From an optimization exercise on the open Yosys and OpenROAD flow, aimed at small area, a short achievable clock period and few clock cycles; shortcuts taken in it are not production practice.
In this exercise RTL edits were held to simulation tests only and were not proved equivalent to the original.
Power is estimated from default activity; no workload was simulated.

`config.mk`:
```
export PLATFORM = sky130hd
export DESIGN_NAME = rzx50_scaler
export DESIGN_NICKNAME = rzx50_scaler
export VERILOG_FILES = /design/flow/design.v
export SDC_FILE = /design/flow/constraint.sdc
export NUM_CORES = 4
export LEC_CHECK = 0
export CAP_MARGIN = 20
export CORE_MARGIN = 2
export CORE_UTILIZATION = 40
export PLACE_DENSITY = 0.6
export SLEW_MARGIN = 20
```
`constraint.sdc`:
```
create_clock -name core_clock -period 6.0 [get_ports {clk}]
set_input_delay 1.2000 -clock core_clock [delete_from_list [all_inputs] [get_ports {clk}]]
set_output_delay 1.2000 -clock core_clock [all_outputs]
set_load 0.01 [all_outputs]
```
`design.v`:
```
module rzx50_scaler (
    input  wire        clk,
    input  wire        rst,
    input  wire        start,
    input  wire [1:0]  geom,        
    input  wire        scale_en,
    input  wire [31:0] src_base,
    input  wire [31:0] dst_base,
    input  wire [7:0]  topskip,
    input  wire [8:0]  vinc,
    input  wire [2:0]  thr,
    output wire        busy,
    output wire        rd_req_valid,
    input  wire        rd_req_ready,
    output wire [31:0] rd_addr,
    input  wire        rd_resp_valid,
    input  wire [31:0] rd_resp_data,
    output wire        wr_valid,
    input  wire        wr_ready,
    output wire [31:0] wr_addr,
    output wire [31:0] wr_data
);
    parameter integer D = 6;             
    localparam [31:0] EVEN32 = 32'hF7DEF7DE;
    function [15:0] avg16;
        input [15:0] a;
        input [15:0] b;
        begin
            avg16[4:0]   = {1'b0, a[4:1]}   + {1'b0, b[4:1]};
            avg16[10:5]  = {1'b0, a[10:6]}  + {1'b0, b[10:6]};
            avg16[15:11] = {1'b0, a[15:12]} + {1'b0, b[15:12]};
        end
    endfunction
    reg         r_busy;
    reg         r_scaled;
    reg         r_h32;
    reg  [1:0]  r_extra;      
    reg  [8:0]  r_vinc;
    reg  [2:0]  r_thr;
    wire        cmd_scaled = scale_en && (geom != 2'd0);
    wire        cmd_h32    = cmd_scaled && (geom != 2'd1);
    wire [8:0]  dh_m1 = r_h32 ? 9'd271 : 9'd239;
    wire [9:0]  dh    = r_h32 ? 10'd272 : 10'd240;
    wire [8:0]  midh  = r_h32 ? ({r_thr, 6'd0} + {2'd0, r_thr, 2'd0})         
                              : ({r_thr, 6'd0} - {2'd0, r_thr, 2'd0});        
    reg         rd_skip;      
    reg         rd_run;       
    reg  [29:0] ra;           
    reg  [7:0]  k;
    reg         half;         
    reg         blend;
    reg  [8:0]  y;
    reg  [8:0]  e_acc;
    wire [9:0]  e_sum  = {1'b0, e_acc} + {1'b0, r_vinc};
    wire        n_adv  = (e_sum >= dh);
    wire [8:0]  n_e    = n_adv ? (e_sum[8:0] - dh[8:0]) : e_sum[8:0];
    wire        n_blend = r_scaled && (n_e >= midh);
    localparam integer CW = (D < 8) ? 3 : 4;
    reg  [CW-1:0] alloc;      
    wire        slot_read = !(blend && !half);    
    wire        k_last    = (k == 8'd159);
    wire        line_last = k_last && slot_read;
    wire        frame_last = line_last && (y == (r_scaled ? dh_m1 : 9'd239));
    assign rd_req_valid = rd_run && (alloc != D[CW-1:0]);
    wire        issue = rd_req_valid && rd_req_ready;
    reg  [11:0] ra_inc;
    always @(*) begin
        if (rd_skip)
            ra_inc = 12'd160;
        else if (!slot_read)
            ra_inc = 12'd160;                        
        else if (!line_last)
            ra_inc = blend ? -12'd159 : 12'd1;
        else if (!r_scaled || n_adv)
            ra_inc = blend ? -12'd159 : 12'd1;
        else
            ra_inc = blend ? -12'd319 : -12'd159;
    end
    wire [29:0] ra_next = ra + {{18{ra_inc[11]}}, ra_inc};
    assign rd_addr = {ra, 2'b00};
    reg  [7:0]  r_k;
    reg         r_half;
    reg         r_blend;
    reg  [31:0] a_w;          
    localparam integer PW = (D <= 2) ? 1 : (D <= 4) ? 2 : (D <= 8) ? 3 : 4;
    reg  [31:0] slot [0:D-1];
    reg  [PW-1:0] wp, rp;
    reg  [CW-1:0] avail;
    wire [31:0] resp_m = rd_resp_data & EVEN32;
    wire [31:0] blended = {avg16(a_w[31:16], resp_m[31:16]), avg16(a_w[15:0], resp_m[15:0])} & EVEN32;
    wire [31:0] s_in   = r_blend ? blended : (r_scaled ? resp_m : rd_resp_data);
    wire        push   = rd_resp_valid && !(r_blend && !r_half);
    reg         w_valid;
    reg  [31:0] w_data;
    reg  [29:0] wa;
    reg  [2:0]  ph;
    reg  [15:0] hold;         
    reg  [7:0]  wcol;
    wire [31:0] s      = slot[rp];
    wire        s_ok   = (avail != {CW{1'b0}});
    wire        out_free = !w_valid || wr_ready;
    wire        load   = out_free && s_ok;
    wire        ph_peek = r_scaled && (r_h32 ? (ph == 3'd1) : (ph == 3'd3));
    wire        pop    = load && !ph_peek;
    wire        ph_end = r_h32 ? (ph == 3'd2) : (ph == 3'd4);
    wire [15:0] avg_x  = r_h32 ? s[31:16] : hold;
    wire [15:0] avg_o  = avg16(avg_x, s[15:0]);
    reg  [15:0] o_lo, o_hi;
    always @(*) begin
        o_lo = s[15:0];
        o_hi = s[31:16];
        if (r_scaled) begin
            if (r_h32) begin
                case (ph)
                    3'd0:    begin o_lo = s[15:0]; o_hi = avg_o;    end
                    3'd1:    begin o_lo = hold;    o_hi = s[15:0];  end
                    default: begin o_lo = avg_o;   o_hi = s[31:16]; end
                endcase
            end else begin
                case (ph)
                    3'd1:    begin o_lo = avg_o;   o_hi = s[15:0];  end
                    3'd2:    begin o_lo = hold;    o_hi = s[15:0];  end
                    3'd3:    begin o_lo = hold;    o_hi = avg_o;    end
                    default: begin o_lo = s[15:0]; o_hi = s[31:16]; end
                endcase
            end
        end
    end
    wire        wr_acc  = w_valid && wr_ready;
    wire        col_end = (wcol == 8'd159);
    wire [6:0]  wa_inc  = (col_end && r_extra == 2'd1) ? 7'd41 :
                          (col_end && r_extra == 2'd2) ? 7'd81 : 7'd1;
    assign wr_valid = w_valid;
    assign wr_data  = w_data;
    assign wr_addr  = {wa, 2'b00};
    assign busy     = r_busy;
    wire        drained = !rd_run && !rd_skip && (alloc == {CW{1'b0}}) && (!w_valid || wr_ready);
    always @(posedge clk) begin
        if (rst) begin
            r_busy  <= 1'b0;
            rd_skip <= 1'b0;
            rd_run  <= 1'b0;
            alloc   <= {CW{1'b0}};
            avail   <= {CW{1'b0}};
            wp      <= {PW{1'b0}};
            rp      <= {PW{1'b0}};
            w_valid <= 1'b0;
        end else begin
            if (!r_busy) begin
                if (start) begin
                    r_busy   <= 1'b1;
                    rd_skip  <= 1'b1;
                    rd_run   <= 1'b0;
                    r_scaled <= cmd_scaled;
                    r_h32    <= cmd_h32;
                    r_extra  <= cmd_scaled ? 2'd0 : geom;
                    r_vinc   <= vinc;
                    r_thr    <= thr;
                    ra       <= src_base[31:2];
                    wa       <= dst_base[31:2];
                    k        <= cmd_scaled ? ~topskip : 8'hFF;
                    half     <= 1'b0;
                    blend    <= cmd_scaled && (thr == 3'd0);
                    y        <= 9'd0;
                    e_acc    <= 9'd0;
                    r_k      <= 8'd0;
                    r_half   <= 1'b0;
                    r_blend  <= cmd_scaled && (thr == 3'd0);
                    ph       <= 3'd0;
                    wcol     <= 8'd0;
                end
            end else if (drained) begin
                r_busy <= 1'b0;
            end
            if (rd_skip) begin
                if (k == 8'hFF) begin
                    rd_skip <= 1'b0;
                    rd_run  <= 1'b1;
                end else begin
                    ra <= ra_next;
                end
                k <= k + 8'd1;
            end else if (issue) begin
                ra <= ra_next;
                if (!slot_read) begin
                    half <= 1'b1;
                end else begin
                    half <= 1'b0;
                    if (!k_last) begin
                        k <= k + 8'd1;
                    end else begin
                        k     <= 8'd0;
                        y     <= y + 9'd1;
                        e_acc <= n_e;
                        blend <= n_blend;
                        if (frame_last)
                            rd_run <= 1'b0;
                    end
                end
            end
            alloc <= alloc + {{(CW-1){1'b0}}, issue && slot_read} - {{(CW-1){1'b0}}, pop};
            if (rd_resp_valid) begin
                if (r_blend && !r_half) begin
                    a_w    <= resp_m;
                    r_half <= 1'b1;
                end else begin
                    slot[wp] <= s_in;
                    wp       <= (wp == D - 1) ? {PW{1'b0}} : wp + 1'b1;
                    r_half   <= 1'b0;
                    if (r_k == 8'd159) begin
                        r_k     <= 8'd0;
                        r_blend <= blend;
                    end else begin
                        r_k <= r_k + 8'd1;
                    end
                end
            end
            avail <= avail + {{(CW-1){1'b0}}, push} - {{(CW-1){1'b0}}, pop};
            if (load) begin
                w_valid <= 1'b1;
                w_data  <= {o_hi, o_lo};
                if (pop)
                    rp <= (rp == D - 1) ? {PW{1'b0}} : rp + 1'b1;
                hold    <= s[31:16] & 16'hF7DE;
                ph      <= (!r_scaled || ph_end) ? 3'd0 : ph + 3'd1;
            end else if (wr_ready) begin
                w_valid <= 1'b0;
            end
            if (wr_acc) begin
                wa   <= wa + {23'd0, wa_inc};
                wcol <= col_end ? 8'd0 : wcol + 8'd1;
            end
        end
    end
endmodule
```
`run.sh`:
```
#!/bin/bash
# synth_recipe.tcl (not shown) runs the flow's synth.tcl, then flattens the netlist and writes it again
# the make line also repeats each setting of config.mk as NAME=value (left out here)
make -C /OpenROAD-flow-scripts/flow DESIGN_CONFIG=/design/flow/config.mk WORK_HOME=/design/flow/orfs CLKGATE_MAP_FILE= SYNTH_SCRIPT=/design/flow/synth_recipe.tcl finish
```
==> run_results.csv <==
group,metric,value,unit
sta,finalClockSkew,0.04749,ns
layout,utilization,0.4998,
power,p_leak,9.708,nW
placement,hpwl,35380,um
route,via_count,14720,
global_route,grt.overflow.total,0,
yosys,synth_seq_cells,407,
route,routedWlPerCell,19.40,um
layout,layout_common_cells,"edfxtp_1 (388), clkdlybuf4s50_1 (215), nand2_1 (168)",
yosys,synth_area_leaders,"edfxtp_1 (55%), ha_1 (6.1%), mux4_2 (3.4%)",
setup_path,cp_slowest_stage_delay,0.39,ns
clocking,numCtsBuffers,46,
yosys,synth_cell_type_count,81,
layout,seq_area,12040,um^2
clocking,cts_max_level,2,
floorplanning,rows,84,
floorplanning,start_util,0.4046,
setup_path,crit_required,6.35,ns
global_route,met1_usage,0.2543,
yosys,synth_top_area_frac,0.5468,
placement,dpl_cell_area,24460,um^2
sta,fin_crit_sh,0.9739,
global_route,grt.busiest_layer,"met2",
placement,gp_congestion,0.8490,
outcome,status,"no timing/DRC/antenna violations",
sta,slew_headroom,0.3069,
setup_path,critPathKind,"flop to flop",
sta,hold_viol,0,
route,antenna_left,0,
clocking,clk_pin_slew,0.06,ns
yosys,ys_seq_area_frac,0.5647,
yosys,synth_ff_type,"edfxtp_1",
yosys,synth_area,21310,um^2
sta,worst_slew_pin_slew,1.029,ns
layout,stdcell_area,26320,um^2
yosys,synth_async_sr_flop_share,0,
layout,final_layout_size_suffix_gt1_frac,0.1276,
layout,layout.nets,2242,
sta,fmax,171.1,MHz
global_route,antenna_found_initial,0,
sta,min_period,5.843,ns
power,ir_drop,0.2480,mV
route,drt-initial-drc-count,1042,
yosys,yosys_warnings,1,
global_route,grt.total_usage,0.1867,
setup_path,crit_path_start_kind,"flop",
route,drc,0,
global_route,grt_max_degree,69,
layout,syn_to_final_growth,23.52,%
floorplanning,ioPinCount,224,
clocking,cts_tree,"yes",
global_route,grt_pass1_vias,14370,
setup_path,crit_fanout,6,
placement,portBuffers,215,
global_route,grt_pass1_wl,81180,um
sta,rsz0062_at_grt,"true",
yosys,syn_inst,1747,
clocking,clk-insertion-delay-late,0.61,ns
clocking,clockRootBuffer,"clkbuf_16",
clocking,clockBufferDepth,3,
floorplanning,die_area,55130,um^2
yosys,synth_edf_count,388,
setup_path,crit_arrival,6.19,ns
global_route,met2_usage,0.3038,
min_path,min_path_type,"flop to flop",
setup_path,slowest_stage,"edfxtp_1",
clocking,cts.sinks,407,
layout,n_antenna_cell,0,
setup_path,worstSetupEndpointType,"flop",
yosys,synth_top_area_cell,"edfxtp_1",
floorplanning,core-area,52660,um^2
sta,slew_violations,0,
route,routed_via_density,5.403,
route,postRouteWirelength,52860,um
setup_path,regToRegSetupSlack,0.16,ns
global_route,use_met3,0.03254,
run,drv_cap,0,
layout,final_common_cell,"edfxtp_1",
power,p_per_area,356.5,nW/um^2
route,dr.pass1.iters,5,
layout,final.fill_count,4632,
floorplanning,die_w,234.8,um
sta,setup_viol,0,
floorplanning,die_h,234.8,um
yosys,avgSynthCellArea,12.20,um^2
layout,multi_input_area,8961,um^2
## kinds of logic after synthesis
family                   count (synthesis)  share of synthesized area
XOR/XNOR                                99                    0.04070
adder cells (fa/ha/maj)                117                    0.07329
buffers and inverters                  146                    0.02742
other                                    1                  0.0001760
AO/OA/AOI/OAI                          388                     0.1186
AND/OR/NAND/NOR                        482                     0.1045
flip-flops                             407                     0.5647
multiplexers                           107                    0.07059
## routing by layer
metal	wire [um]	vias to the layer above
met5	0	-
met4	1438	0
met3	2391	83
met2	25110	337
met1	23910	7204
li1	-	7099
## flip-flops by register name, indices dropped and copies added (netlist names), 9 cells and up, named ones only
register / cells
r_vinc: 9
wa: 30
a_w: 26
e_acc: 9
slot: 192
y: 9
ra: 30
hold: 13
w_data: 32
## metrics by stage
step	setup slack [ns]	power (mW)	setup TNS (ns)	std cells	hold slack, ns
finish	0.1568	9.381	0	2725	0.5043
global route	-0.09253	9.879	-0.3276	2725	0.5489
CTS	0.009550	9.415	0	2714	0.5073
detailed placement	-0.02777	6.466	-0.05524	2629	0.4973
global placement	0.01714	6.409	0	2629	0.4821
floorplan	0.09941	5.484	0	1750	0.4615
## critical path, delay by kind of cell (launching register included)
kind / cells / cell delay [ns]
compound gates: 11 / 2.06
buf+inv: 3 / 0.46
xor+xnor: 2 / 0.37
flops: 1 / 0.39
simple gates: 6 / 1.03
fa+ha+maj: 5 / 1.27
## cell usage after synthesis (8+ instances only)
| cell | n |
|---|---|
| xnor2_1 | 60 |
| a22oi_1 | 12 |
| buf_1 | 10 |
| edfxtp_1 | 388 |
| nor2b_1 | 11 |
| xor2_1 | 39 |
| nand3_1 | 45 |
| a21oi_1 | 111 |
| nand2b_1 | 11 |
| mux2i_1 | 49 |
| a22o_1 | 10 |
| and2_1 | 15 |
| nand2_1 | 170 |
| clkbuf_1 | 42 |
| nor2_1 | 139 |
| buf_2 | 14 |
| nand4_1 | 10 |
| ha_1 | 104 |
| a21o_1 | 29 |
| inv_1 | 74 |
| nor3_1 | 16 |
| and3_1 | 26 |
| fa_1 | 13 |
| a31oi_1 | 25 |
| o211ai_1 | 9 |
| a31o_2 | 8 |
| mux4_2 | 32 |
| mux2_2 | 26 |
| a222oi_1 | 13 |
| o21ai_0 | 90 |
| o31ai_1 | 8 |
| dfxtp_1 | 19 |
## what timing repair did
| action | 4_1_cts | 5_1_grt |
|---|---|---|
| hold buffers | 0 | 0 |
| gates resized for setup | 2 | 37 |
| setup buffers | 0 | 11 |
| endpoints found under the hold margin | 0 | 0 |
| endpoints found under the setup margin | 3 | 16 |
| pin swaps | 2 | 17 |
## path summary, 6_finish.rpt
path	endpoint	cells past startpoint	from
min	rd_run$_SDFF_PP0_	2	rd_run$_SDFF_PP0_
max reg2reg	ra[29]$_DFFE_PN_	27	e_acc[0]$_DFFE_PN_
min reg2reg	rd_run$_SDFF_PP0_	2	rd_run$_SDFF_PP0_
max	ra[29]$_DFFE_PN_	27	e_acc[0]$_DFFE_PN_
## power by group
group	leakage, nW	internal [mW]	total (mW)	switching [mW]
sequential	3.78	3.50	3.75	0.243
combinational	5.19	1.27	2.74	1.47
clock	0.748	1.69	2.90	1.21
total	9.71	6.46	9.38	2.92
## layout make-up
class	instances	area share
timing repair buffer	273	0.09936
clock buffer	52	0.04459
multi-input combinational	1197	0.3405
tap	688	0.03271
sequential	407	0.4574
clock inverter	33	0.01479
inverter	75	0.01070
Testbench counts, summed over its fixed seeds: cycles 1,108,131.

[what the ideal ports hide]
The flow's constraints put no driver on any port. The routed layout listed below was extracted and timed again, unchanged, in two steps. Step 1 sets driving cells, clkbuf_16 on the clock port and buf_2 on the other inputs (assumed; they add their load-dependent delay and slew). Step 2 times the ports against the registers' clock, not the clock port: input delays grow and output delays shrink by t, the midpoint of the rising clock arrivals with the driver on. Three values: ideal ports, drivers, drivers and shift; two values: the first two.
shift t [ns]: 0.647
setup WS [ns]: 0.157 / 0.157 / 0.157
worst setup path after step 2: register to register
clock arrival spread, ns: 0.051 / 0.051
cell pins on the clock port's net: 1
After both steps setup and hold are still met in this run. The setup slack of this run moves by 0.000 ns with the drivers and by 0.000 ns with both steps.
